Background: an optimization exercise with open tools, aiming at small area, a short achievable clock period and few clock cycles. Do not read the settings as production practice.
RTL that was checked went through simulation tests only; none was proved equivalent to the original.
The RTL of runs 1, 4 and 5 was laid out without a check of its function.
Power figures rest on the tool's default switching activity, not on a simulated workload.

<file path="flow/config.mk">
export PLATFORM = sky130hd
export DESIGN_NAME = ook_rx
export DESIGN_NICKNAME = ook_rx
export VERILOG_FILES = /design/flow/design.v
export SDC_FILE = /design/flow/constraint.sdc
export NUM_CORES = 4
export LEC_CHECK = 0
export CAP_MARGIN = 20
export CORE_MARGIN = 2
export CORE_UTILIZATION = 40
export PLACE_DENSITY = 0.6
export SETUP_SLACK_MARGIN = 5
export SLEW_MARGIN = 20
</file>
<file path="flow/constraint.sdc">
create_clock -name core_clock -period 15.0 [get_ports {clk}]
set_input_delay 3.0000 -clock core_clock [delete_from_list [all_inputs] [get_ports {clk}]]
set_output_delay 3.0000 -clock core_clock [all_outputs]
set_load 0.01 [all_outputs]
</file>
<file path="flow/design.v">
module ook_rx (
    input  wire          clk,
    input  wire          rst,
    input  wire          c_valid,
    output wire          c_ready,
    input  wire [17:0]   c_word,
    input  wire          f_pop,
    output wire          f_avail,
    output wire [6:0]    f_len,
    output wire [47:0]   f_payload,
    input  wire [2:0]    r_num,
    output reg  [31:0]   r_data
);
    localparam integer W       = 2;
    localparam integer G       = 300;
    localparam integer THR_NUM = 1;
    localparam integer THR_DEN = 20;
    localparam integer MINGAP  = 1;
    localparam integer PERIOD  = 2;
    localparam integer NMAX    = 96;
    localparam integer LMAX    = NMAX - W + 1;    
    localparam integer P   = 8;                   
    localparam integer SW  = 17;                  
    localparam integer NBV = 57;                  
    localparam integer K0    = 2;
    localparam integer K     = 4;
    localparam integer NC    = 4;           
    localparam integer NSTEP = K0 + K * NC;       
    localparam [1:0] OP_NOP = 2'd0, OP_SAMPLE = 2'd1, OP_LAST = 2'd2, OP_END = 2'd3;
    reg              busy;
    reg  [6:0]       cnt;        
    reg  [6:0]       lw;         
    reg  [15:0]      sreg;       
    reg  [SW-1:0]    sacc;       
    reg              sval;
    reg              sc10;       
    reg  [23:0]      tsum;       
    reg  [3:0]       dcyc;       
    reg  [6:0]       rr;         
    reg              aligned;
    reg  [6:0]       acnt;       
    reg              sa;         
    reg  [3:0]       ga;
    reg              sb;         
    reg  [3:0]       gb;
    reg  [P-1:0]     cr;         
    reg              tail;
    reg              mkp;        
    reg              lpar;       
    reg  [6:0]       uc;         
    reg  [6:0]       nb;         
    reg  [NBV-1:0]   bv;         
    reg  [2:0]       hp;         
    reg              hlen;       
    reg  [2:0]       explen;     
    reg  [2:0]       fh;         
    reg              fq_valid;
    wire [1:0]  op   = c_word[17:16];
    wire [15:0] d    = c_word[15:0];
    wire        full = (cnt == NMAX);
    assign c_ready = (op == OP_NOP) || (!busy && (op == OP_END || !full));
    wire fire      = c_valid && c_ready;
    wire do_sample = fire && (op == OP_SAMPLE || op == OP_LAST);
    wire do_close  = fire && (op == OP_LAST || op == OP_END);
    wire do_sw     = do_sample && (cnt != 0);        
    wire [SW-1:0] s_new = sreg + d;
    wire [6:0]  lw_cl  = lw + (do_sw ? 7'd1 : 7'd0);   
    wire c_step10 = (lw == 7'd0) || (lw == 7'd12) || (lw == 7'd25) || (lw == 7'd38) ||
                    (lw == 7'd51) || (lw == 7'd64) || (lw == 7'd77) || (lw == 7'd90);
    wire [SW-1:0] head [0:P-1];
    wire          alg_step = busy && !aligned;
    genvar gj;
    generate
        for (gj = 0; gj < P; gj = gj + 1) begin : g_lane
            localparam integer DEP   = (LMAX - 1 - gj) / P + 1;
            localparam integer KLAST = (DEP - 1) * P + gj;
            reg  [SW-1:0] sl [0:DEP-1];
            wire en = (do_sw && lw[2:0] == gj) || sa ||
                      (alg_step && acnt <= KLAST);
            integer e;
            always @(posedge clk) begin
                if (en) begin
                    for (e = 0; e < DEP - 1; e = e + 1)
                        sl[e] <= sl[e+1];
                    sl[DEP-1] <= s_new;
                end
            end
            assign head[gj] = sl[0];
        end
    endgenerate
    wire [23:0] dvd0 = tsum + (sval ? {7'd0, sacc} + (sc10 ? 24'd10 : 24'd11) : 24'd0);
    function [7:0] dstep;             
        input [6:0] r;
        input       b;
        input [6:0] l;
        reg   [8:0] df;
        reg   [7:0] t;
        begin
            t  = {r, b};
            df = {1'b0, t} - {2'b0, l};
            dstep = df[8] ? {t[6:0], 1'b0} : {df[6:0], 1'b1};
        end
    endfunction
    reg [6:0]  d1_r;  reg [23:0] d1_q;
    reg [6:0]  dk_r;  reg [23:0] dk_q;
    reg [7:0]  dst;
    integer si;
    always @(*) begin
        d1_r = dvd0 >> NSTEP;
        d1_q = dvd0 << (24 - NSTEP);
        for (si = 0; si < K0; si = si + 1) begin
            dst  = dstep(d1_r, d1_q[23], lw);
            d1_r = dst[7:1];
            d1_q = {d1_q[22:0], dst[0]};
        end
        dk_r = rr;
        dk_q = tsum;
        for (si = 0; si < K; si = si + 1) begin
            dst  = dstep(dk_r, dk_q[23], lw);
            dk_r = dst[7:1];
            dk_q = {dk_q[22:0], dst[0]};
        end
    end
    wire [17:0] qt = tsum[17:0];
    wire [6:0] kba = {ga, 3'b000};
    reg  [P-1:0] cand;
    integer ja;
    always @(*)
        for (ja = 0; ja < P; ja = ja + 1)
            cand[ja] = ({1'b0, head[ja]} > qt) && ((kba + ja) < lw);
    wire last_ga = ({1'b0, kba} + 8'd8 >= {1'b0, lw});
    reg  [P-1:0] mk;
    reg          pv;           
    reg          lpe;          
    reg  [1:0]   ut;           
    reg  [5:0]   w;            
    reg          any;
    reg  [2:0]   olast;
    reg          pm;
    integer jb, ip;
    always @(*) begin
        pv    = mkp;
        lpe   = lpar;
        ut    = 2'b00;
        w     = 6'd0;
        any   = 1'b0;
        olast = 3'd0;
        for (ip = 0; ip < P / 2; ip = ip + 1) begin
            jb = 2 * ip;
            if (gb == 4'd0 && jb == 0)
                mk[jb] = 1'b1;               
            else
                mk[jb] = cr[jb] && !pv;
            if (mk[jb]) lpe = 1'b0;
            pv = mk[jb];
            jb = 2 * ip + 1;
            mk[jb] = cr[jb] && !pv;
            if (mk[jb] && !lpe) ut = {ut[0], 1'b1};
            if (mk[jb]) lpe = 1'b1;
            pv = mk[jb];
            pm = (mk[2*ip] && !(gb == 4'd0 && ip == 0)) || mk[2*ip+1];
            if (pm) begin
                any = 1'b1;
                case (ut)
                    2'b00: begin w[ip]     = 1'b1; olast = ip;     end
                    2'b01: begin w[ip + 1] = 1'b1; olast = ip + 1; end
                    default: begin w[ip + 2] = 1'b1; olast = ip + 2; end
                endcase
            end
        end
    end
    wire [6:0]  base1 = {1'b0, gb, 2'b00} + uc;    
    wire [12:0] wsh   = {7'd0, w} << base1[2:0];
    wire [3:0]  bci   = base1[6:3];
    reg  [63:0] bset;
    integer c;
    always @(*) begin
        bset = 64'd0;
        for (c = 0; c < 8; c = c + 1) begin
            if (bci == c)
                bset[8*c +: 8] = bset[8*c +: 8] | wsh[7:0];
            if (bci + 4'd1 == c)
                bset[8*c +: 8] = bset[8*c +: 8] | {3'b0, wsh[12:8]};
        end
    end
    wire last_gb = ({1'b0, gb, 3'b000} + 8'd8 >= {1'b0, lw});
    wire [63:0] bvx = {{(64-NBV){1'b0}}, bv};
    reg  [7:0]  hbyte;
    integer hb;
    always @(*) begin
        hbyte = 8'd0;
        for (hb = 0; hb < 7; hb = hb + 1)
            if (hp == hb) hbyte = bvx[8*hb+1 +: 8];
    end
    wire [2:0] hl_s   = (hbyte[7:1] >= 7'd7) ? 3'd7 : hbyte[3:1];
    wire [2:0] len_e  = hlen ? explen : hl_s;
    wire       hdr_ok = hlen || ({1'b0, nb} >= {1'b0, hp, 3'b000} + 8'd8);
    wire [3:0] fr_end = {1'b0, hp} + {1'b0, len_e} + 4'd1;
    wire       fr_ok  = {1'b0, nb} >= {1'b0, fr_end, 3'b000};
    wire       p_act  = !fq_valid && hdr_ok;
    wire       p_zero = p_act && (len_e == 3'd0);
    wire       p_emit = p_act && !p_zero && fr_ok;
    wire       p_len  = p_act && !p_zero && !fr_ok && !hlen;
    wire [2:0] hp_n   = p_zero ? hp + 3'd1 : (p_emit ? fr_end[2:0] : hp);
    wire       hlen_n = p_len ? 1'b1 : (p_emit ? 1'b0 : hlen);
    wire [2:0] exl_n  = (p_len || p_emit) ? len_e : explen;
    wire [3:0] fr_end_n = {1'b0, hp_n} + {1'b0, exl_n} + 4'd1;
    wire       prog_n = hlen_n ? ({1'b0, nb} >= {1'b0, fr_end_n, 3'b000})
                               : ({1'b0, nb} >= {1'b0, hp_n, 3'b000} + 8'd8);
    wire       done   = tail && !prog_n;
    always @(posedge clk) begin
        if (rst) begin
            busy     <= 1'b0;
            cnt      <= 7'd0;
            lw       <= 7'd0;
            sval     <= 1'b0;
            tsum     <= 24'd0;
            dcyc     <= 4'd0;
            aligned  <= 1'b1;
            sa       <= 1'b0;
            sb       <= 1'b0;
            tail     <= 1'b0;
            fq_valid <= 1'b0;
            nb       <= 7'd0;
            hp       <= 3'd0;
            hlen     <= 1'b0;
        end else begin
            hp     <= hp_n;
            hlen   <= hlen_n;
            explen <= exl_n;
            if (p_emit) begin
                fq_valid <= 1'b1;
                fh       <= hp;
            end
            if (f_pop && fq_valid)
                fq_valid <= 1'b0;
            if (do_sample) begin
                sreg <= d;
                cnt  <= cnt + 7'd1;
            end
            if (do_sw) begin
                sacc <= s_new;
                sc10 <= c_step10;
                lw   <= lw + 7'd1;
            end
            sval <= do_sw;
            if (sval && !busy)
                tsum <= tsum + {7'd0, sacc} + (sc10 ? 24'd10 : 24'd11);
            if (do_close) begin
                if (lw_cl == 7'd0) begin
                    cnt  <= 7'd0;
                    lw   <= 7'd0;
                    tsum <= 24'd0;
                end else begin
                    busy    <= 1'b1;
                    dcyc    <= NC + 1;
                    aligned <= (lw_cl == LMAX);
                    acnt    <= lw_cl;
                end
                nb   <= 7'd0;
                hp   <= 3'd0;
                hlen <= 1'b0;
            end
            if (busy && dcyc != 4'd0) begin
                if (dcyc == NC + 1) begin
                    rr   <= d1_r;
                    tsum <= d1_q;
                end else begin
                    rr   <= dk_r;
                    tsum <= dk_q;
                end
                dcyc <= dcyc - 4'd1;
            end
            if (alg_step) begin
                acnt <= acnt + P;
                if (acnt + P >= LMAX)
                    aligned <= 1'b1;
            end
            if (busy && !sa && !sb && !tail && dcyc == 4'd0 && aligned && !fq_valid) begin
                sa   <= 1'b1;
                ga   <= 4'd0;
            end
            if (sa) begin
                cr <= cand;
                ga <= ga + 4'd1;
                if (last_ga)
                    sa <= 1'b0;
            end
            sb <= sa;
            gb <= ga;
            if (sb) begin
                bv   <= (gb == 4'd0 ? {NBV{1'b0}} : bv) | bset[NBV-1:0];
                mkp  <= mk[P-1];
                lpar <= lpe;
                uc   <= uc + {5'd0, ut[1], ut[0] & !ut[1]};
                if (any)
                    nb <= base1 + {4'd0, olast};
                if (last_gb)
                    tail <= 1'b1;
            end
            if (sa && ga == 4'd0) begin
                mkp  <= 1'b1;
                lpar <= 1'b0;
                uc   <= 7'd0;
            end
            if (done) begin
                tail <= 1'b0;
                busy <= 1'b0;
                cnt  <= 7'd0;
                lw   <= 7'd0;
                tsum <= 24'd0;
            end
        end
    end
    reg [47:0] pay;
    integer fi, fs;
    always @(*) begin
        pay = 48'd0;
        for (fi = 0; fi < 6; fi = fi + 1)
            for (fs = 0; fs < 6 - fi; fs = fs + 1)
                if (fh == fs && fi < explen)
                    pay[8*fi +: 8] = bvx[8*(fs+1+fi)+1 +: 8];
    end
    assign f_avail   = fq_valid;
    assign f_len     = fq_valid ? {4'd0, explen} : 7'd0;
    assign f_payload = fq_valid ? pay : 48'd0;
    wire [31:0] status = {10'd0, 17'd0, 1'b1, full, fq_valid, fq_valid, busy};
    always @(*) begin
        case (r_num)
            3'd0:    r_data = W;
            3'd1:    r_data = G;
            3'd2:    r_data = THR_NUM;
            3'd3:    r_data = THR_DEN;
            3'd4:    r_data = MINGAP;
            3'd5:    r_data = PERIOD;
            3'd6:    r_data = status;
            default: r_data = {25'd0, cnt};
        endcase
    end
endmodule
</file>
<file path="flow/run.sh">
#!/bin/bash
# synth_recipe.tcl (not shown) runs the flow's synth.tcl, then flattens the netlist and writes it again
# the make line also repeats each setting of config.mk as NAME=value (left out here)
make -C /OpenROAD-flow-scripts/flow DESIGN_CONFIG=/design/flow/config.mk WORK_HOME=/design/flow/orfs CLKGATE_MAP_FILE= SYNTH_SCRIPT=/design/flow/synth_recipe.tcl finish
</file>
==> summary.txt, run 1 <==
Status - no timing/DRC/antenna violations
Reg area - 53700 sq um
Dpl cells - 6483
Req. time, crit path - 15.54 ns
CTS H-tree lvls - 4
Pre-antenna DRT Iters - 6
Top cells by area, synth - edfxtp_1, ha_1, dfxtp_1
Synth top cells by count - edfxtp_1, ha_1, nor2_1
Vias/cell - 5.07
Element type at the critical path start - flop
Yosys warns - 9
Fin nets - 4701
Core area - 173000 sq um
DRT Wirelength - 130 mm
Hold Startpoint - g_lane[3].sl[5][4]
Area leader, netlist - edfxtp_1
Pre-CTS WS - 5.69 ns
# port buffers - 85
CTS Sinks - 1809
Peak Freq - 0.109 GHz
Critical path type - reg2reg
Clk slew on worst S/H paths - 0.06 ns
Worst Hold Class - reg2reg
Clock Tree Buf Depth - 3
Max_cap viols - 0
Slew HR - 23.8%
Wire length per cell - 19.1 microns
Largest net degree at the start of global routing - 92
CTS resizes - 0
Setup TNS - 0 ns
Setup slack, reg-to-reg - 5.81 ns
Max VDD drop - 98.9 uV
Critical Path Start - lw[0]
Grt total ovfl - 0
CP arrival - 9.73 ns
Iteration-0 DRC Markers - 3150
Final setup viols - 0
Post-synth top area share - 75.5%
Fillers - 14918
WHS - 0.384 ns
Drc violations - 0
R2R Path Start - lw[0]
Multi-input gate area - 15100 sq um
Final instance area - 79300 sq um
Layout cells sized above 1 - 8.35%
Post-synth top flop - edfxtp_1
Critical-path maximum fanout - 13
Hold Vio Cnt, Final - 0
Seq/Total Area, Yosys - 77.2%
Yosys cell types - 87
I/O pins - 114
Synthesized cell area - 69600 sq um
Post-CTS setup buffers - 0
Placed cell area - 73400 sq um
Fin cells - 6818
DR vias - 34566
Vias in the first global route - 33532
GR Util All Layers - 14.5%
Starting density of the core - 40.1%
Layout overhead on the synthesized area - 13.9%
Delay-heaviest family, CP - compound AO/OA/AOI/OAI gates
EDFF count, synth - 1749
Row count - 153
Period utilization - 61.3%
Die Span Y - 421 microns
Die ar. - 177000 sq um
Syn avg cell area - 16.9 sq um
CP Capture Type - flop
Crit-path max cell delay - 0.70 ns
Slowest CP cell - dfxtp_1
Post-DP HPWL - 83.6 mm
Initial antenna violation count - 9
Most frequent cell after synthesis - edfxtp_1
Synthesis-stage register bit count - 1809
Tightest Pin Transition - 1.13 ns
Mapped Cells - 4129
Clk latency of the worst-skew pair - 0.80 ns
First-pass GRT wire length - 200 mm
Placer Congestion - 0.884
Worst Skew - 0.0832 ns
Pwr dens - 132 nW/um^2
Critical path buffers and inverters - 1
Ys async rst share - 0%
CTS Buf Count - 178
Leak - 26.3 nW
Post-route setup slack - 5.81 ns
TritonCTS clock tree - built
Clk root buf - clkbuf_16
Slew Viols, Final - 0
Hold buffer count at cts - 0
Die width - 421 microns
RSZ-0062 raised after global routing - no
Min Clock Period, post-route - 9.19 ns
Post-route ant nets - 0
cell type report:
class / instances / area share [%]
sequential: 1809 / 67.8
multi-input combinational: 2085 / 19.1
clock buffer: 218 / 5.81
tap: 2325 / 3.67
timing repair buffer: 132 / 1.56
clock inverter: 111 / 1.47
inverter: 134 / 0.635
antenna: 4 / 0.0126
metrics by stage:
stage | util [%] | total power, mW
2_1_floorplan | - | 6.11
3_3_place_gp | 42.3 | 6.24
3_5_place_dp | 42.3 | 6.26
4_1_cts | 45.7 | 10.6
5_1_grt | 45.7 | 10.9
6_report | 45.7 | 10.5
cell usage in the layout, fill, tap and decap left out, types with 22 or more instances in the layout:
| cell type | synthesis | layout |
|---|---|---|
| a211oi_1 | 25 | 25 |
| a21o_1 | 73 | 73 |
| a21oi_1 | 154 | 154 |
| a22oi_1 | 78 | 78 |
| a31oi_1 | 49 | 49 |
| and2_1 | 37 | 37 |
| buf_4 | 28 | 44 |
| clkbuf_1 | 88 | 40 |
| clkbuf_16 | 0 | 178 |
| clkdlybuf4s50_1 | 0 | 85 |
| clkinv_1 | 2 | 39 |
| clkinv_2 | 0 | 30 |
| conb_1 | 1 | 28 |
| dfxtp_1 | 60 | 59 |
| edfxtp_1 | 1749 | 1749 |
| ha_1 | 321 | 321 |
| inv_1 | 131 | 131 |
| nand2_1 | 202 | 202 |
| nand2b_1 | 29 | 29 |
| nand3_1 | 69 | 69 |
| nand4_1 | 32 | 32 |
| nor2_1 | 212 | 211 |
| nor2b_1 | 54 | 53 |
| nor3_1 | 79 | 77 |
| nor4_1 | 22 | 22 |
| o21a_1 | 38 | 38 |
| o21ai_0 | 140 | 140 |
| o221ai_1 | 34 | 34 |
| xnor2_1 | 75 | 64 |
| xor2_1 | 40 | 38 |
cell families (layout without fill, tap and decap cells):
logic type	after synthesis	in the layout	synth area share, %
compound gates	747	747	7.18
mux	42	42	0.663
xor+xnor	115	115	1.45
other cells	1	32	0.00539
buf+inv	262	595	1.59
fa+ha+maj	336	336	6.20
flops	1809	1809	77.2
simple gates	817	817	5.73
registers in the layout, indices dropped and copies added (netlist names), 3 cells and up:
signal	flops
acnt	7
bv	55
cnt	7
cr	8
dcyc	4
explen	3
fh	3
g_lane.sl	1615
ga	4
gb	4
hp	3
lw	7
nb	7
rr	7
sacc	17
sreg	16
tsum	24
uc	7
worst paths after layout:
| path | cells past startpoint | end |
|---|---|---|
| min | 0 | g_lane[3].sl[4][4] |
| max reg2reg | 32 | rr[1] |
| min reg2reg | 0 | g_lane[3].sl[4][4] |
| max | 32 | rr[1] |
routing by layer:
metal	GRT usage [%]	share of wire, %
met1	20.3	46
met2	22.7	46
met3	2.77	5.4
met4	4.93	3.0
met5	0	0.016
power by group:
part	internal [mW]	total [mW]	switching, mW
Clock	2.45	4.32	1.86
Combinational	0.127	0.424	0.297
Sequential	5.68	5.72	0.0399
==> run 2, diff against run 1 <==
--- a/flow/design.v
+++ b/flow/design.v
@@ -22,9 +22,9 @@
     localparam integer P   = 8;                   
     localparam integer SW  = 17;                  
     localparam integer NBV = 57;                  
-    localparam integer K0    = 2;
-    localparam integer K     = 4;
-    localparam integer NC    = 4;           
+    localparam integer K0    = 0;
+    localparam integer K     = 3;
+    localparam integer NC    = 6;           
     localparam integer NSTEP = K0 + K * NC;       
     localparam [1:0] OP_NOP = 2'd0, OP_SAMPLE = 2'd1, OP_LAST = 2'd2, OP_END = 2'd3;
     reg              busy;
==> summary.txt, run 2 <==
Status - no timing/DRC/antenna violations
Period utilization - 51.2% (-10 points)
Max VDD drop - 154 uV (+56%)
Yosys cell types - 92 (+5.7%)
Pre-antenna DRT Iters - 6 (unchanged)
Delay-heaviest family, CP - buffers and inverters
GR Util All Layers - 14.3% (-0.17 points)
Critical path buffers and inverters - 2 (+1)
Pwr dens - 135 nW/um^2 (+2.2%)
Clk latency of the worst-skew pair - 0.81 ns (about the same)
DRT Wirelength - 126 mm (-3.2%)
Synthesized cell area - 68300 sq um (-1.9%)
Critical Path Start - r_num[0]
Clk slew on worst S/H paths - 0.07 ns (about the same)
First-pass GRT wire length - 191 mm (-4.2%)
Worst Skew - 0.0641 ns (-0.0191 ns)
Setup TNS - 0 ns (unchanged)
Slew Viols, Final - 0 (unchanged)
Post-DP HPWL - 80.0 mm (-4.3%)
Min Clock Period, post-route - 7.68 ns (-1.51 ns)
Main combinational cell family by area after synthesis - compound AO/OA/AOI/OAI gates
Most frequent cells in the layout - edfxtp_1, ha_1, nand2_1
Critical-path maximum fanout - 15 (+2)
Most common cell after layout, fill and taps aside - edfxtp_1
Initial antenna violation count - 14 (+5)
Tightest Pin Transition - 1.08 ns (-0.0520 ns)
Iteration-0 DRC Markers - 3335 (+5.9%)
Seq/Total Area, Yosys - 78.7% (+1.5 points)
Row count - 151 (-1.3%)
Core area - 169000 sq um (-2.3%)
Area leader, netlist - edfxtp_1
Mapped Cells - 3929 (-4.8%)
Biggest regs - g_lane.sl (1615), bv (55), tsum (24)
TritonCTS clock tree - built
CTS Buf Count - 173 (-2.8%)
Critical path type - in2out
Fin nets - 4508 (-4.1%)
Post-synth top area share - 76.9% (+1.5 points)
Die ar. - 174000 sq um (-1.9%)
Die Span Y - 417 microns (-0.95%)
CP Capture Type - primary output
Worst Hold Class - reg2reg
WP depth - 6 (-81%)
Drc violations - 0 (unchanged)
Die width - 417 microns (-0.95%)
Clock Tree Buf Depth - 3 (unchanged)
Placer Congestion - 0.878 (-0.66%)
Largest Register - g_lane.sl
Final setup viols - 0 (unchanged)
Post-CTS setup buffers - 0 (unchanged)
Wire length per cell - 19.3 microns (+0.91%)
Reg2reg path depth - 30 (-6.3%)
CTS H-tree lvls - 4 (unchanged)
Vias/cell - 5.10 (+0.62%)
Reg2reg end - lw[2]
Post-synth top flop - edfxtp_1
Top cells by area, synth - edfxtp_1, ha_1, dfxtp_1
Hold buffer count at cts - 0 (unchanged)
Synth top cells by count - edfxtp_1, ha_1, nand2_1
Most frequent cell after synthesis - edfxtp_1
Post-route ant nets - 0 (unchanged)
Setup slack, reg-to-reg - 7.35 ns (+1.54 ns)
# port buffers - 85 (unchanged)
R2R Path Start - hp[2]
Hold Vio Cnt, Final - 0 (unchanged)
RSZ-0062 raised after global routing - no
Peak Freq - 0.130 GHz (+20%)
Simple-gate share of the synthesized area - 5.18% (-0.55 points)
Element type at the critical path start - input port
Synthesis-stage register bit count - 1809 (unchanged)
EDFF count, synth - 1749 (unchanged)
Layout overhead on the synthesized area - 14.3%
CP arrival - 4.68 ns (-5.05 ns)
CP endpoint - r_data[1]
I/O pins - 114 (unchanged)
Ys async rst share - 0% (unchanged)
Crit-path max cell delay - 0.72 ns (+0.02 ns)
Grt total ovfl - 0 (unchanged)
Largest net degree at the start of global routing - 169 (+84%)
Max_cap viols - 0 (unchanged)
Mux cell area share after synthesis - 0.431% (-0.23 points)
Req. time, crit path - 12.00 ns (-3.54 ns)
Max reg flops - 1615 (unchanged)
Syn avg cell area - 17.4 sq um (+3.1%)
Vias in the first global route - 32251 (-3.8%)
Post-Synth XOR/XNOR Area - 1.42% (-0.023 points)
Slew HR - 27.9% (+4.0 points)
Clk root buf - clkbuf_16
Dpl cells - 6214 (-4.1%)
CTS Sinks - 1809 (unchanged)
Synth Area in Compound Gates - 6.90% (-0.28 points)
Leak - 25.9 nW (-1.7%)
Starting density of the core - 40.3% (+0.16 points)
Yosys warns - 9 (unchanged)
Slowest CP cell - clkdlybuf4s50_1
CTS resizes - 0 (unchanged)
Layout cells sized above 1 - 8.71% (+0.35 points)
Fin cells - 6539 (-4.1%)
DR vias - 33356 (-3.5%)
Adder-cell area share of the yosys netlist - 5.85% (-0.35 points)
Cell Chain, Critical Path - clkdlybuf4s50_1 > o21ai_0 > o31ai_1 > nand2_1 > o31ai_1 > clkdlybuf4s50_1
run 2: cell count changes in the layout (fill, tap and decap cells not counted), sizes merged, moves of 10 or more:
cell	delta
buf	+11
ha	-21
mux2	-13
nand2	-10
nor2	-38
nor3	-16
o21a	-14
o221ai	-19
run 2: worst min path at each step:
stage / endpoint / slack, ns / cells after the start / start
global route: g_lane[6].sl[4][3] / 0.38 / 0 / g_lane[6].sl[5][3]
floorplan: g_lane[0].sl[0][0] / 0.40 / 0 / g_lane[0].sl[1][0]
global placement: g_lane[7].sl[1][3] / 0.40 / 0 / g_lane[7].sl[2][3]
detailed placement: g_lane[0].sl[0][14] / 0.40 / 0 / g_lane[0].sl[1][14]
finish: g_lane[6].sl[4][3] / 0.37 / 0 / g_lane[6].sl[5][3]
CTS: g_lane[6].sl[4][15] / 0.38 / 0 / g_lane[6].sl[5][15]
run 2: metal layers:
metal / routed length, microns / global-route usage (%)
met2: 57000 / 22.1
met4: 3640 / 4.70
met3: 6620 / 2.38
met1: 58600 / 20.7
met5: 0 / 0
run 2: per-stage QoR:
stage / hold WS [ns] / instance area (sq um) / utilization (%) / setup WS (ns) / power (mW)
finish: 0.373 / 78100 / 46.1 / 7.32 / 10.5
global route: 0.376 / 78100 / 46.1 / 6.79 / 10.9
CTS: 0.381 / 78100 / 46.1 / 7.31 / 10.7
detailed placement: 0.405 / 72100 / 42.6 / 7.21 / 6.22
global placement: 0.400 / 72100 / 42.6 / 7.27 / 6.21
floorplan: 0.400 / 68400 / - / 5.62 / 6.07
run 2: logic make-up (layout without fill, tap and decap cells):
| logic type | count (synthesis) | count (layout) |
|---|---|---|
| flops | 1809 | 1809 |
| simple gates | 723 | 723 |
| compound gates | 701 | 701 |
| fa+ha+maj | 312 | 312 |
| buf+inv | 244 | 607 |
| xor+xnor | 111 | 111 |
| mux | 28 | 28 |
| other cells | 1 | 30 |
run 2: area by class of cell:
type / instances / area, sq um
Sequential cell: 1809 / 53700
Clock inverter: 113 / 1430
Antenna cell: 2 / 5.00
Tap cell: 2218 / 2780
Fill cell: 14276 / 91400
Timing Repair Buffer: 143 / 1310
Clock buffer: 210 / 4480
Inverter: 141 / 529
Multi-Input combinational cell: 1903 / 13800
run 2: power by group:
part           switching [mW]  leakage, nW  internal (mW)  total, mW
Combinational           0.274         6.76          0.107      0.381
Clock                    1.87         2.86           2.56       4.43
Sequential             0.0411         16.3           5.68       5.73
Total                    2.19         25.9           8.35       10.5
Testbench counts of run 2, summed over its fixed seeds: cycles 7,553.
==> run 3, diff against run 2 <==
--- a/flow/design.v
+++ b/flow/design.v
@@ -123,11 +123,23 @@
     end
     wire [17:0] qt = tsum[17:0];
     wire [6:0] kba = {ga, 3'b000};
+    function gtc;
+        input [17:0] a;
+        input [17:0] b;
+        integer i;
+        reg c;
+        begin
+            c = 1'b0;
+            for (i = 0; i < 18; i = i + 1)
+                c = (a[i] & ~b[i]) | ((a[i] | ~b[i]) & c);
+            gtc = c;
+        end
+    endfunction
     reg  [P-1:0] cand;
     integer ja;
     always @(*)
         for (ja = 0; ja < P; ja = ja + 1)
-            cand[ja] = ({1'b0, head[ja]} > qt) && ((kba + ja) < lw);
+            cand[ja] = gtc({1'b0, head[ja]}, qt) && ((kba + ja) < lw);
     wire last_ga = ({1'b0, kba} + 8'd8 >= {1'b0, lw});
     reg  [P-1:0] mk;
     reg          pv;           
==> flow/flow/run.sh (new file) <==
#!/bin/bash
# Standard layout, with timing repair aimed below the clock period: repair
# works until every path has SETUP_SLACK_MARGIN of slack, and ports get
# ordinary buffers instead of the delay cells buffer_ports picks by default.
set -euo pipefail
bash standard.sh \
  SETUP_SLACK_MARGIN=8.2 \
  "BUFFER_PORTS_ARGS=-buffer_cell sky130_fd_sc_hd__buf_4" \
  finish > standard.log 2>&1
==> flow/standard.sh (new file) <==
#!/bin/bash
# synth_recipe.tcl (not shown) runs the flow's synth.tcl, then flattens the netlist and writes it again
# the make line also repeats each setting of config.mk as NAME=value (left out here)
make -C /OpenROAD-flow-scripts/flow DESIGN_CONFIG=/design/flow/config.mk WORK_HOME=/design/flow/orfs CLKGATE_MAP_FILE= SYNTH_SCRIPT=/design/flow/synth_recipe.tcl "${@:-finish}"
--- a/flow/config.mk
+++ b/flow/config.mk
@@ -9,5 +9,4 @@
 export CORE_MARGIN = 2
 export CORE_UTILIZATION = 40
 export PLACE_DENSITY = 0.6
-export SETUP_SLACK_MARGIN = 5
 export SLEW_MARGIN = 20
removed: flow/run.sh
==> summary.txt, run 3 <==
Leak - 25.2 nW (-2.7%)
Initial antenna violation count - 6 (-8)
GR Util All Layers - 14.1% (-0.26 points)
Yosys cell types - 85 (-7.6%)
Post-synth top area share - 78.3% (+1.4 points)
Simple-gate share of the synthesized area - 5.43% (+0.25 points)
Grt total ovfl - 0 (unchanged)
WHS - 0.388 ns (+0.0149 ns)
Synthesis-stage register bit count - 1809 (unchanged)
Synth top cells by count - edfxtp_1, nor2_1, nand2_1
Starting density of the core - 40.2% (-0.083 points)
Element type at the critical path start - input port
Core area - 167000 sq um (-1.5%)
Layout overhead on the synthesized area - 14.0%
Worst Skew - 0.0386 ns (-0.0255 ns)
Post-synth top flop - edfxtp_1
TritonCTS clock tree - built
Busiest grt layer - met2
Fillers - 14130 (-1.0%)
Syn avg cell area - 17.2 sq um (-1.0%)
Vias in the first global route - 31658 (-1.8%)
CP Capture Type - primary output
Peak Freq - 0.148 GHz (+14%)
Seq/Total Area, Yosys - 80.1% (+1.4 points)
Critical Path Start - r_num[0]
Reg2reg end - rr[5]
Pre-antenna DRT Iters - 6 (unchanged)
Clk slew on worst S/H paths - 0.06 ns (about the same)
Synth Area in Compound Gates - 6.91% (+0.017 points)
Max VDD drop - 94.7 uV (-39%)
CP arrival - 3.75 ns (-0.93 ns)
Hold buffer count at cts - 0 (unchanged)
Drc violations - 0 (unchanged)
Global routing usage on met3 - 2.80% (+0.41 points)
Adder-cell area share of the yosys netlist - 4.08% (-1.8 points)
Most frequent cells in the layout - edfxtp_1, nor2_1, nand2_1
CTS Buf Count - 174 (+0.58%)
Synthesized cell area - 67100 sq um (-1.7%)
Fin nets - 4335 (-3.8%)
Slew Viols, Final - 0 (unchanged)
First-pass GRT wire length - 186 mm (-2.9%)
RSZ-0062 raised after global routing - yes
Critical-path maximum fanout - 10 (-5)
# port buffers - 85 (unchanged)
Hold Vio Cnt, Final - 0 (unchanged)
Die width - 414 microns (-0.87%)
Ys async rst share - 0% (unchanged)
CTS Sinks - 1809 (unchanged)
Iteration-0 DRC Markers - 3201 (-4.0%)
EDFF count, synth - 1749 (unchanged)
Tightest Pin Transition - 1.41 ns (+0.330 ns)
Setup TNS - 0 ns (unchanged)
Critical path type - in2out
Most common cell after layout, fill and taps aside - edfxtp_1
Placed cell area - 70600 sq um (-2.2%)
DR vias - 32655 (-2.1%)
Mux cell area share after synthesis - 0.347% (-0.084 points)
Largest net degree at the start of global routing - 133 (-21%)
DRT Wirelength - 122 mm (-3.0%)
Largest Register - g_lane.sl
Max_cap viols - 0 (unchanged)
Slew HR - 5.71% (-22 points)
Post-Synth XOR/XNOR Area - 1.44% (+0.012 points)
Yosys warns - 9 (unchanged)
Setup slack, reg-to-reg - 8.46 ns (+1.11 ns)
Post-DP HPWL - 75.6 mm (-5.6%)
Final instance area - 76500 sq um (-2.0%)
CTS H-tree lvls - 4 (unchanged)
Vias/cell - 5.03 (-1.3%)
Req. time, crit path - 12.00 ns (about the same)
Pwr dens - 134 nW/um^2 (-0.37%)
Mapped Cells - 3900 (-0.74%)
Worst Hold Class - reg2reg
Max reg flops - 1615 (unchanged)
Layout cells sized above 1 - 11.3% (+2.6 points)
R2R Path Start - lw[1]
Period utilization - 45.0% (-6.2 points)
Min Clock Period, post-route - 6.75 ns (-0.936 ns)
Met2 usage - 22.0% (-0.15 points)
CP endpoint - r_data[1]
Reg2reg path depth - 29 (-3.3%)
Post-route ant nets - 0 (unchanged)
Wire length per cell - 18.8 microns (-2.2%)
Row count - 150 (-0.66%)
I/O pins - 114 (unchanged)
Clk root buf - clkbuf_16
Met1 GRT Util - 19.8% (-0.84 points)
Final setup viols - 0 (unchanged)
Area leader, netlist - edfxtp_1
Clk latency of the worst-skew pair - 0.79 ns (-0.02 ns)
Top cells by area, synth - edfxtp_1, ha_1, dfxtp_1
Final core utilization - 45.9% (-0.21 points)
Die ar. - 171000 sq um (-1.7%)
Main combinational cell family by area after synthesis - compound AO/OA/AOI/OAI gates
Status - no timing/DRC/antenna violations
Clock Tree Buf Depth - 3 (unchanged)
Most frequent cell after synthesis - edfxtp_1
Placer Congestion - 0.857 (-2.4%)
Biggest regs - g_lane.sl (1615), bv (55), tsum (24)
Die Span Y - 414 microns (-0.87%)
==> run 3: changes by cell type after synthesis, moves of 18 or more <==
cell,change
o21ai_0,+24
a21o_1,-42
nor2_1,+65
ha_1,-136
maj3_1,+33
o21ai_1,-32
nand4_1,-18
==> run 3: stage by stage <==
step | power, mW | setup slack, ns | instances
6_report | 10.3 | 8.25 | 6486
5_1_grt | 10.7 | 8.17 | 6485
4_1_cts | 10.4 | 8.18 | 6462
3_5_place_dp | 6.16 | 7.33 | 6139
3_3_place_gp | 6.15 | 7.44 | 6138
2_1_floorplan | 6.03 | 7.89 | 3927
==> run 3: per-layer routing <==
| layer | share of wire (%) | vias to the layer above |
|---|---|---|
| met5 | 0 | - |
| met4 | 2.3 | 0 |
| met3 | 4.9 | 213 |
| met2 | 46 | 811 |
| met1 | 47 | 16164 |
| li1 | - | 15467 |
==> run 3: worst min-delay path by stage <==
stage                                     from                    to  slack [ns]  cells after the start
after floorplan             g_lane[0].sl[1][0]    g_lane[0].sl[0][0]        0.40                      0
after global placement    g_lane[4].sl[10][15]   g_lane[4].sl[9][15]        0.40                      0
after detailed placement  g_lane[0].sl[11][10]  g_lane[0].sl[10][10]        0.40                      0
after CTS                   g_lane[7].sl[3][6]    g_lane[7].sl[2][6]        0.38                      0
after global routing        g_lane[7].sl[3][6]    g_lane[7].sl[2][6]        0.40                      0
final                       g_lane[7].sl[3][6]    g_lane[7].sl[2][6]        0.39                      0
==> run 3: logic make-up after synthesis <==
group,count (synthesis)
other,1
adders and majority gates,219
xor gates and xnor gates,110
AOI/OAI and AO/OA,692
buffers and inverters,275
and+or+nand+nor,772
muxes,22
DFF,1809
==> run 3: worst max-delay path: stages <==
cell	delay, ns
buf_4	0.15
inv_4	0.07
a21oi_1	0.04
a21o_1	0.16
a22o_1	0.18
buf_4	0.14
==> run 3: what timing repair did <==
item | 4_1_cts | 5_1_grt
buffers inserted | 0 | 18
gates cloned | 0 | 3
endpoints found under the setup margin | 105 | 281
resized for setup | 11 | 34
pin swaps | 0 | 6
==> run 3: report_power, final <==
| group | switching (mW) | leakage [nW] | internal (mW) |
|---|---|---|---|
| Sequential | 0.0427 | 16.3 | 5.69 |
| Clock | 1.80 | 2.70 | 2.43 |
| Combinational | 0.238 | 6.21 | 0.0852 |
==> run 3: layout make-up <==
type	instances	area (sq um)	share of cell area, %
timing repair buffer	152	1200	1.57
antenna	1	2.50	0.00327
multi-input combinational	1846	12600	16.5
clock inverter	95	957	1.25
inverter	151	579	0.757
sequential	1809	53700	70.2
tap	2204	2760	3.60
clock buffer	228	4640	6.07
Testbench counts of run 3, summed over its fixed seeds: cycles 7,553.
==> run 4, diff against run 3 <==
--- a/flow/design.v
+++ b/flow/design.v
@@ -41,6 +41,7 @@
     reg  [6:0]       acnt;       
     reg              sa;         
     reg  [3:0]       ga;
+    reg  [6:0]       rema;       
     reg              sb;         
     reg  [3:0]       gb;
     reg  [P-1:0]     cr;         
@@ -139,8 +140,8 @@
     integer ja;
     always @(*)
         for (ja = 0; ja < P; ja = ja + 1)
-            cand[ja] = gtc({1'b0, head[ja]}, qt) && ((kba + ja) < lw);
-    wire last_ga = ({1'b0, kba} + 8'd8 >= {1'b0, lw});
+            cand[ja] = gtc({1'b0, head[ja]}, qt) && (rema > ja);
+    wire last_ga = (rema <= P);
     reg  [P-1:0] mk;
     reg          pv;           
     reg          lpe;          
@@ -195,7 +196,7 @@
                 bset[8*c +: 8] = bset[8*c +: 8] | {3'b0, wsh[12:8]};
         end
     end
-    wire last_gb = ({1'b0, gb, 3'b000} + 8'd8 >= {1'b0, lw});
+    reg  last_gb;
     wire [63:0] bvx = {{(64-NBV){1'b0}}, bv};
     reg  [7:0]  hbyte;
     integer hb;
@@ -256,8 +257,8 @@
                 lw   <= lw + 7'd1;
             end
             sval <= do_sw;
-            if (sval && !busy)
-                tsum <= tsum + {7'd0, sacc} + (sc10 ? 24'd10 : 24'd11);
+            if (!busy)
+                tsum <= dvd0;
             if (do_close) begin
                 if (lw_cl == 7'd0) begin
                     cnt  <= 7'd0;
@@ -269,9 +270,6 @@
                     aligned <= (lw_cl == LMAX);
                     acnt    <= lw_cl;
                 end
-                nb   <= 7'd0;
-                hp   <= 3'd0;
-                hlen <= 1'b0;
             end
             if (busy && dcyc != 4'd0) begin
                 if (dcyc == NC + 1) begin
@@ -291,15 +289,26 @@
             if (busy && !sa && !sb && !tail && dcyc == 4'd0 && aligned && !fq_valid) begin
                 sa   <= 1'b1;
                 ga   <= 4'd0;
+                rema <= lw;
+                nb   <= 7'd0;
+                hp   <= 3'd0;
+                hlen <= 1'b0;
             end
             if (sa) begin
-                cr <= cand;
-                ga <= ga + 4'd1;
-                if (last_ga)
-                    sa <= 1'b0;
+                cr   <= cand;
+                ga   <= ga + 4'd1;
+                rema <= rema - P;
+                if (last_ga) begin
+                    sa   <= 1'b0;
+                    busy <= 1'b0;
+                    cnt  <= 7'd0;
+                    lw   <= 7'd0;
+                    tsum <= 24'd0;
+                end
             end
             sb <= sa;
             gb <= ga;
+            last_gb <= last_ga;
             if (sb) begin
                 bv   <= (gb == 4'd0 ? {NBV{1'b0}} : bv) | bset[NBV-1:0];
                 mkp  <= mk[P-1];
@@ -315,13 +324,8 @@
                 lpar <= 1'b0;
                 uc   <= 7'd0;
             end
-            if (done) begin
+            if (done)
                 tail <= 1'b0;
-                busy <= 1'b0;
-                cnt  <= 7'd0;
-                lw   <= 7'd0;
-                tsum <= 24'd0;
-            end
         end
     end
     reg [47:0] pay;
==> summary.txt, run 4 <==
Iteration-0 DRC Markers - 3031 (-5.3%)
Biggest regs - g_lane.sl (1615), bv (55), tsum (24)
Most frequent cells in the layout - edfxtp_1, nor2_1, clkbuf_16
Leak - 24.5 nW (-2.5%)
Slew Viols, Final - 0 (unchanged)
Cell Chain, Critical Path - buf_6 > nor2b_4 > a22o_1 > nand2_1 > o31ai_2 > buf_4
CTS H-tree lvls - 4 (unchanged)
Most common cell after layout, fill and taps aside - edfxtp_1
CTS Buf Count - 176 (+1.1%)
Critical path buffers and inverters - 2 (-1)
Layout overhead on the synthesized area - 14.2% (about the same)
Critical path type - in2out
Ys async rst share - 0% (unchanged)
Die ar. - 168000 sq um (-1.5%)
I/O pins - 114 (unchanged)
Drc violations - 0 (unchanged)
Layout cells sized above 1 - 11.3% (about the same)
Max reg flops - 1615 (unchanged)
Min Clock Period, post-route - 6.73 ns (-0.0135 ns)
CTS Sinks - 1817 (+0.44%)
First-pass GRT wire length - 178 mm (-4.4%)
RSZ-0062 raised after global routing - yes
Clk latency of the worst-skew pair - 0.81 ns (+0.02 ns)
Largest Register - g_lane.sl
Clk root buf - clkbuf_16
Mux cell area share after synthesis - 0.814% (+0.47 points)
Placer Congestion - 0.868 (+1.3%)
Req. time, crit path - 12.00 ns (about the same)
Syn avg cell area - 17.8 sq um (+3.2%)
TritonCTS clock tree - built
Setup TNS - 0 ns (unchanged)
Post-synth top flop - edfxtp_1
Crit-path max cell delay - 0.20 ns (+0.02 ns)
EDFF count, synth - 1757 (+0.46%)
Delay-heaviest family, CP - buffers and inverters
Mapped Cells - 3721 (-4.6%)
CP arrival - 3.73 ns (-0.02 ns)
Grt total ovfl - 0 (unchanged)
Max_cap viols - 0 (unchanged)
Adder-cell area share of the yosys netlist - 3.37% (-0.70 points)
Element type at the critical path start - input port
Fin cells - 6276 (-3.2%)
GR Util All Layers - 13.6% (-0.46 points)
Fin nets - 4102 (-5.4%)
Final setup viols - 0 (unchanged)
Core area - 164000 sq um (-1.4%)
Max VDD drop - 117 uV (+23%)
Worst Skew - 0.0558 ns (+0.0171 ns)
Seq/Total Area, Yosys - 81.7% (+1.6 points)
Main combinational cell family by area after synthesis - compound AO/OA/AOI/OAI gates
Synth Area in Compound Gates - 6.42% (-0.50 points)
Most frequent cell after synthesis - edfxtp_1
Synth top cells by count - edfxtp_1, nor2_1, nand2_1
Slowest CP cell - a22o_1
Synthesized cell area - 66100 sq um (-1.5%)
Clock Tree Buf Depth - 3 (unchanged)
Yosys warns - 9 (unchanged)
Slew HR - 25.8% (+20 points)
Clk slew on worst S/H paths - 0.06 ns (about the same)
Pre-antenna DRT Iters - 6 (unchanged)
Status - no timing/DRC/antenna violations
Starting density of the core - 40.2% (about the same)
Largest net degree at the start of global routing - 152 (+14%)
Period utilization - 44.9% (-0.090 points)
Yosys cell types - 83 (-2.4%)
Worst Hold Class - reg2reg
Critical-path maximum fanout - 14 (+4)
Dpl cells - 5950 (-3.1%)
Post-Synth XOR/XNOR Area - 1.26% (-0.18 points)
# port buffers - 85 (unchanged)
Post-route ant nets - 0 (unchanged)
Hold buffer count at cts - 0 (unchanged)
Initial antenna violation count - 11 (+5)
Simple-gate share of the synthesized area - 4.85% (-0.59 points)
Peak Freq - 0.149 GHz (+0.20%)
Wire length per cell - 18.4 microns (-2.3%)
Post-synth top area share - 79.9% (+1.6 points)
Post-DP HPWL - 72.0 mm (-4.7%)
CP Capture Type - primary output
Vias in the first global route - 30240 (-4.5%)
Area leader, netlist - edfxtp_1
Vias/cell - 4.98 (-1.1%)
Die width - 410 microns (-0.76%)
Tightest Pin Transition - 1.10 ns (-0.308 ns)
DRT Wirelength - 115 mm (-5.5%)
Row count - 149 (-0.67%)
Die Span Y - 410 microns (-0.76%)
Pwr dens - 139 nW/um^2 (+3.5%)
Top cells by area, synth - edfxtp_1, ha_1, dfxtp_1
Hold Vio Cnt, Final - 0 (unchanged)
Synthesis-stage register bit count - 1817 (+0.44%)
DR vias - 31262 (-4.3%)
==> run 4: cell count changes in the layout (fill, tap and decap cells not counted), sizes merged, moves of 14 or more <==
cell and change:
ha -48, a31oi -18, inv -28, a221o +14, nand2 -23, mux2i +26, o221ai -16, nor2b -20
a22oi -14
==> run 4: area by class of cell <==
cell class / count / area [sq um]
Antenna cell: 1 / 2.50
Clock buffer: 217 / 4570
Clock inverter: 96 / 1150
Tap cell: 2189 / 2740
Fill cell: 13922 / 89000
Multi-Input combinational cell: 1680 / 11400
Timing Repair Buffer: 147 / 1140
Sequential cell: 1817 / 54000
Inverter: 129 / 488
==> run 4: report_power, final <==
group	total, mW	switching (mW)	internal (mW)
combinational	0.438	0.302	0.135
sequential	5.77	0.0481	5.72
clock	4.29	1.83	2.46
total	10.5	2.18	8.31
==> run 4: worst reg2reg max path: cells and delay by family, from the launching register on <==
family	cells	cell delay (ns)
flip-flops	1	0.42
AND/OR/NAND/NOR	4	0.51
adder cells (fa/ha/maj)	8	2.58
multiplexers	1	0.09
AO/OA/AOI/OAI	13	2.51
buffers and inverters	3	0.26
==> run 4: path summary, 6_finish.rpt <==
kind                                         start                  to  slack [ns]  depth (start not counted)
worst min-delay path            g_lane[5].sl[1][9]  g_lane[5].sl[0][9]        0.38                          0
worst min register to register  g_lane[5].sl[1][9]  g_lane[5].sl[0][9]        0.38                          0
worst max-delay path                      r_num[1]           r_data[1]        8.27                          6
worst max register to register               hp[0]                tail        8.51                         29
==> run 4: per-layer routing <==
metal  vias up  routed length [microns]  part of all wire [%]  global-route usage, %
met5         -                       77                 0.067                      0
met4        12                     3120                   2.7                   4.85
met3       225                     5820                   5.0                   3.11
met2       723                    53100                    46                   21.1
met1     15503                    53300                    46                   18.9
li1      14799                        -                     -                      -
==> run 4: kinds of logic (layout without fill, tap and decap cells) <==
logic type / after synthesis / after routing
XOR/XNOR: 95 / 95
flip-flops: 1817 / 1817
buffers and inverters: 251 / 589
AND/OR/NAND/NOR: 690 / 690
multiplexers: 52 / 52
AO/OA/AOI/OAI: 633 / 633
other: 1 / 29
adder cells (fa/ha/maj): 182 / 182
==> run 4: timing repair <==
action / 4_1_cts / 5_1_grt
gates resized for setup: 10 / 19
hold endpoints to repair: 0 / 0
pin swaps: 1 / 2
buffers inserted: 2 / 9
endpoints found under the setup margin: 94 / 244
==> run 4: stage by stage <==
step	utilization (%)	hold slack (ns)	power (mW)	instance area, sq um	worst slack (ns)
2_1_floorplan	-	0.400	6.16	66200	7.79
3_3_place_gp	42.3	0.400	6.30	69500	7.39
3_5_place_dp	42.3	0.405	6.32	69500	7.26
4_1_cts	45.8	0.382	10.6	75300	8.20
5_1_grt	45.9	0.388	10.9	75400	8.07
6_report	45.9	0.382	10.5	75400	8.27
==> run 5, diff against run 4 <==
--- a/flow/config.mk
+++ b/flow/config.mk
@@ -8,5 +8,6 @@
 export CAP_MARGIN = 20
 export CORE_MARGIN = 2
 export CORE_UTILIZATION = 40
+export CTS_BUF_LIST = sky130_fd_sc_hd__clkbuf_4 sky130_fd_sc_hd__clkbuf_8
 export PLACE_DENSITY = 0.6
 export SLEW_MARGIN = 20
==> summary.txt, run 5 <==
Status - no timing/DRC/antenna violations
Pre-CTS WS - 7.26 ns (unchanged)
Fin nets - 4221 (+2.9%)
Die ar. - 168000 sq um (unchanged)
First-pass GRT wire length - 179 mm (+1.1%)
Drc violations - 0 (unchanged)
# port buffers - 85 (unchanged)
Total power - 10.1 mW (-3.6%)
Iteration-0 DRC Markers - 2941 (-3.0%)
Vias in the first global route - 31436 (+4.0%)
DR vias - 31794 (+1.7%)
Die width - 410 microns (unchanged)
Largest net degree at the start of global routing - 152 (unchanged)
Placer Congestion - 0.868 (unchanged)
Vias/cell - 4.94 (-0.90%)
CP Capture Type - primary output
Hold Startpoint - g_lane[5].sl[7][13]
Max reg flops - 1615 (unchanged)
Synthesis-stage register bit count - 1817 (unchanged)
Worst Skew - 0.0783 ns (+0.0225 ns)
Largest Register - g_lane.sl
Pwr dens - 135 nW/um^2 (-3.1%)
Pre-antenna DRT Iters - 8 (+2)
Fillers - 14053 (+0.94%)
Top cells by area, synth - edfxtp_1, ha_1, dfxtp_1
Slew Viols, Final - 0 (unchanged)
CTS Buf Count - 295 (+68%)
Grt total ovfl - 0 (unchanged)
Req. time, crit path - 12.00 ns (about the same)
Ys async rst share - 0% (unchanged)
Seq/Total Area, Yosys - 81.7% (unchanged)
Tightest Pin Transition - 1.10 ns (-0.00347 ns)
Core area - 164000 sq um (unchanged)
Most common cell after layout, fill and taps aside - edfxtp_1
Most frequent cell after synthesis - edfxtp_1
Max VDD drop - 61.6 uV (-47%)
EDFF count, synth - 1757 (unchanged)
Clk slew on worst S/H paths - 0.06 ns (about the same)
I/O pins - 114 (unchanged)
Reg area - 54000 sq um (unchanged)
Worst Hold Class - reg2reg
Setup TNS - 0 ns (unchanged)
Period utilization - 44.9% (about the same)
Clk root buf - clkbuf_8
Post-route setup slack - 8.27 ns (+0.00108 ns)
Final setup viols - 0 (unchanged)
Clk latency of the worst-skew pair - 0.99 ns (+0.18 ns)
Initial antenna violation count - 13 (+2)
Clock Tree Buf Depth - 4 (+1)
Post-route ant nets - 0 (unchanged)
Slew HR - 26.0% (+0.23 points)
Peak Freq - 0.149 GHz (about the same)
TritonCTS clock tree - built
CP arrival - 3.73 ns (about the same)
Worst hold endpoint - g_lane[5].sl[6][13]
Synthesized cell area - 66100 sq um (unchanged)
Element type at the critical path start - input port
Yosys cell types - 83 (unchanged)
R2R Path Start - hp[2]
Mapped Cells - 3721 (unchanged)
Reg2reg end - tail
Hold path depth - 0 (unchanged)
Biggest regs - g_lane.sl (1615), bv (55), tsum (24)
CTS Sinks - 1817 (unchanged)
Leak - 24.6 nW (+0.41%)
Setup slack, reg-to-reg - 8.37 ns (-0.14 ns)
Synth top cells by count - edfxtp_1, nor2_1, nand2_1
Syn avg cell area - 17.8 sq um (unchanged)
Wire length per cell - 18.1 microns (-1.3%)
RSZ-0062 raised after global routing - yes
Critical path type - in2out
Most frequent cells in the layout - edfxtp_1, clkbuf_8, nor2_1
Min Clock Period, post-route - 6.73 ns (-0.00108 ns)
Reg2reg path depth - 27 (-6.9%)
Post-synth top flop - edfxtp_1
Die Span Y - 410 microns (unchanged)
Post-DP HPWL - 72.0 mm (unchanged)
Starting density of the core - 40.2% (unchanged)
Row count - 149 (unchanged)
GR Util All Layers - 13.7% (+0.12 points)
Area leader, netlist - edfxtp_1
Post-synth top area share - 79.9% (unchanged)
Hold Vio Cnt, Final - 0 (unchanged)
Critical-path maximum fanout - 14 (unchanged)
Layout cells sized above 1 - 15.4% (+4.2 points)
DRT Wirelength - 117 mm (+1.2%)
Max_cap viols - 0 (unchanged)
Multi-input gate area - 11400 sq um (unchanged)
Yosys warns - 9 (unchanged)
CTS H-tree lvls - 5 (+1)
Layout overhead on the synthesized area - 13.6%
==> run 5: logic make-up after synthesis <==
| logic type | after synthesis | synth area share [%] |
|---|---|---|
| AOI/OAI and AO/OA | 633 | 6.42 |
| xor gates and xnor gates | 95 | 1.26 |
| adders and majority gates | 182 | 3.37 |
| buffers and inverters | 251 | 1.60 |
| DFF | 1817 | 81.7 |
| muxes | 52 | 0.814 |
| other | 1 | 0.00568 |
| and+or+nand+nor | 690 | 4.85 |
==> run 5: final cells by class <==
type | count | area share (%)
flip-flops and latches | 1817 | 71.9
multi-input cells | 1680 | 15.1
clock buffers | 412 | 6.65
well taps | 2189 | 3.65
repair buffers | 147 | 1.51
inverters | 129 | 0.650
clock inverters | 65 | 0.465
diodes | 2 | 0.00667
==> run 5: worst max-delay path, cell delays in order <==
cell     delay (ns)
buf_6          0.12
nor2b_4        0.13
a22o_1         0.20
nand2_1        0.08
o31ai_2        0.06
buf_4          0.14
==> run 5: worst max path at each step <==
stage	slack, ns	endpoint	cells past startpoint	from
finish	8.27	r_data[1]	6	r_num[1]
floorplan	7.79	g_lane[4].sl[0][0]	6	c_word[16]
global route	8.00	tail	27	hp[2]
global placement	7.39	g_lane[5].sl[0][1]	9	c_word[17]
detailed placement	7.26	g_lane[5].sl[3][0]	9	c_word[17]
CTS	8.22	r_data[1]	6	r_num[1]
==> run 5: routing by layer <==
metal,wire length (microns),track usage [%],up-vias,part of all wire (%)
li1,-,-,15055,-
met1,53100,18.6,15655,45
met2,53800,21.2,818,46
met3,6530,3.39,254,5.6
met4,3280,5.69,12,2.8
met5,77,0,-,0.066
==> run 5: through the flow <==
step | util (%) | hold slack, ns | cell area (sq um) | std cells
floorplan | - | 0.400 | 66200 | 3748
CTS | 45.5 | 0.374 | 74900 | 6429
finish | 45.6 | 0.377 | 75000 | 6441
global placement | 42.3 | 0.400 | 69500 | 5949
global route | 45.6 | 0.383 | 75000 | 6441
detailed placement | 42.3 | 0.405 | 69500 | 5950
==> run 5: repair_timing <==
action,4_1_cts,5_1_grt
pin swaps,1,2
buffers inserted,2,9
endpoints found under the hold margin,0,0
hold buffers,0,0
gates resized for setup,10,15
setup endpoints to repair,9,177
==> run 5: report_power, final <==
group	internal (mW)	leakage, nW	switching (mW)
clock	2.17	2.84	1.74
sequential	5.72	16.3	0.0483
combinational	0.135	5.46	0.303
total	8.03	24.6	2.09

## port drivers added, routing unchanged
How much do the figures lean on ideal ports? The routed layouts below were timed once more, with nothing changed but the port constraints. Step 1 assumes that a clkbuf_16 drives the clock port and a buf_2 every other input. Step 2 moves the port delays by t, midway between the first and last clock arrival at a register: inputs arrive t later, outputs are due t later. That takes back most of the time a late clock gives input paths. Slacks: ideal / step 1 / step 2; pairs: ideal / step 1.
run	t (ns)	slack for setup (ns)	slew at the worst register clock pin (ns)	worst data-port slew with drivers (ns)
run 1	0.838	5.805 / 5.805 / 5.805	0.07 / 0.07	0.05
run 2	0.853	7.319 / 7.291 / 7.164	0.07 / 0.07	0.05
run 3	0.850	8.255 / 8.230 / 7.682	0.07 / 0.07	0.04
run 4	0.858	8.268 / 8.237 / 7.683	0.07 / 0.07	0.24
run 5	1.012	8.269 / 8.238 / 7.501	0.07 / 0.07	0.24
After both steps every run listed still meets setup and hold. For run 5, which loses most, drivers alone change the setup slack by -0.031 ns; drivers and shift together by -0.768 ns.
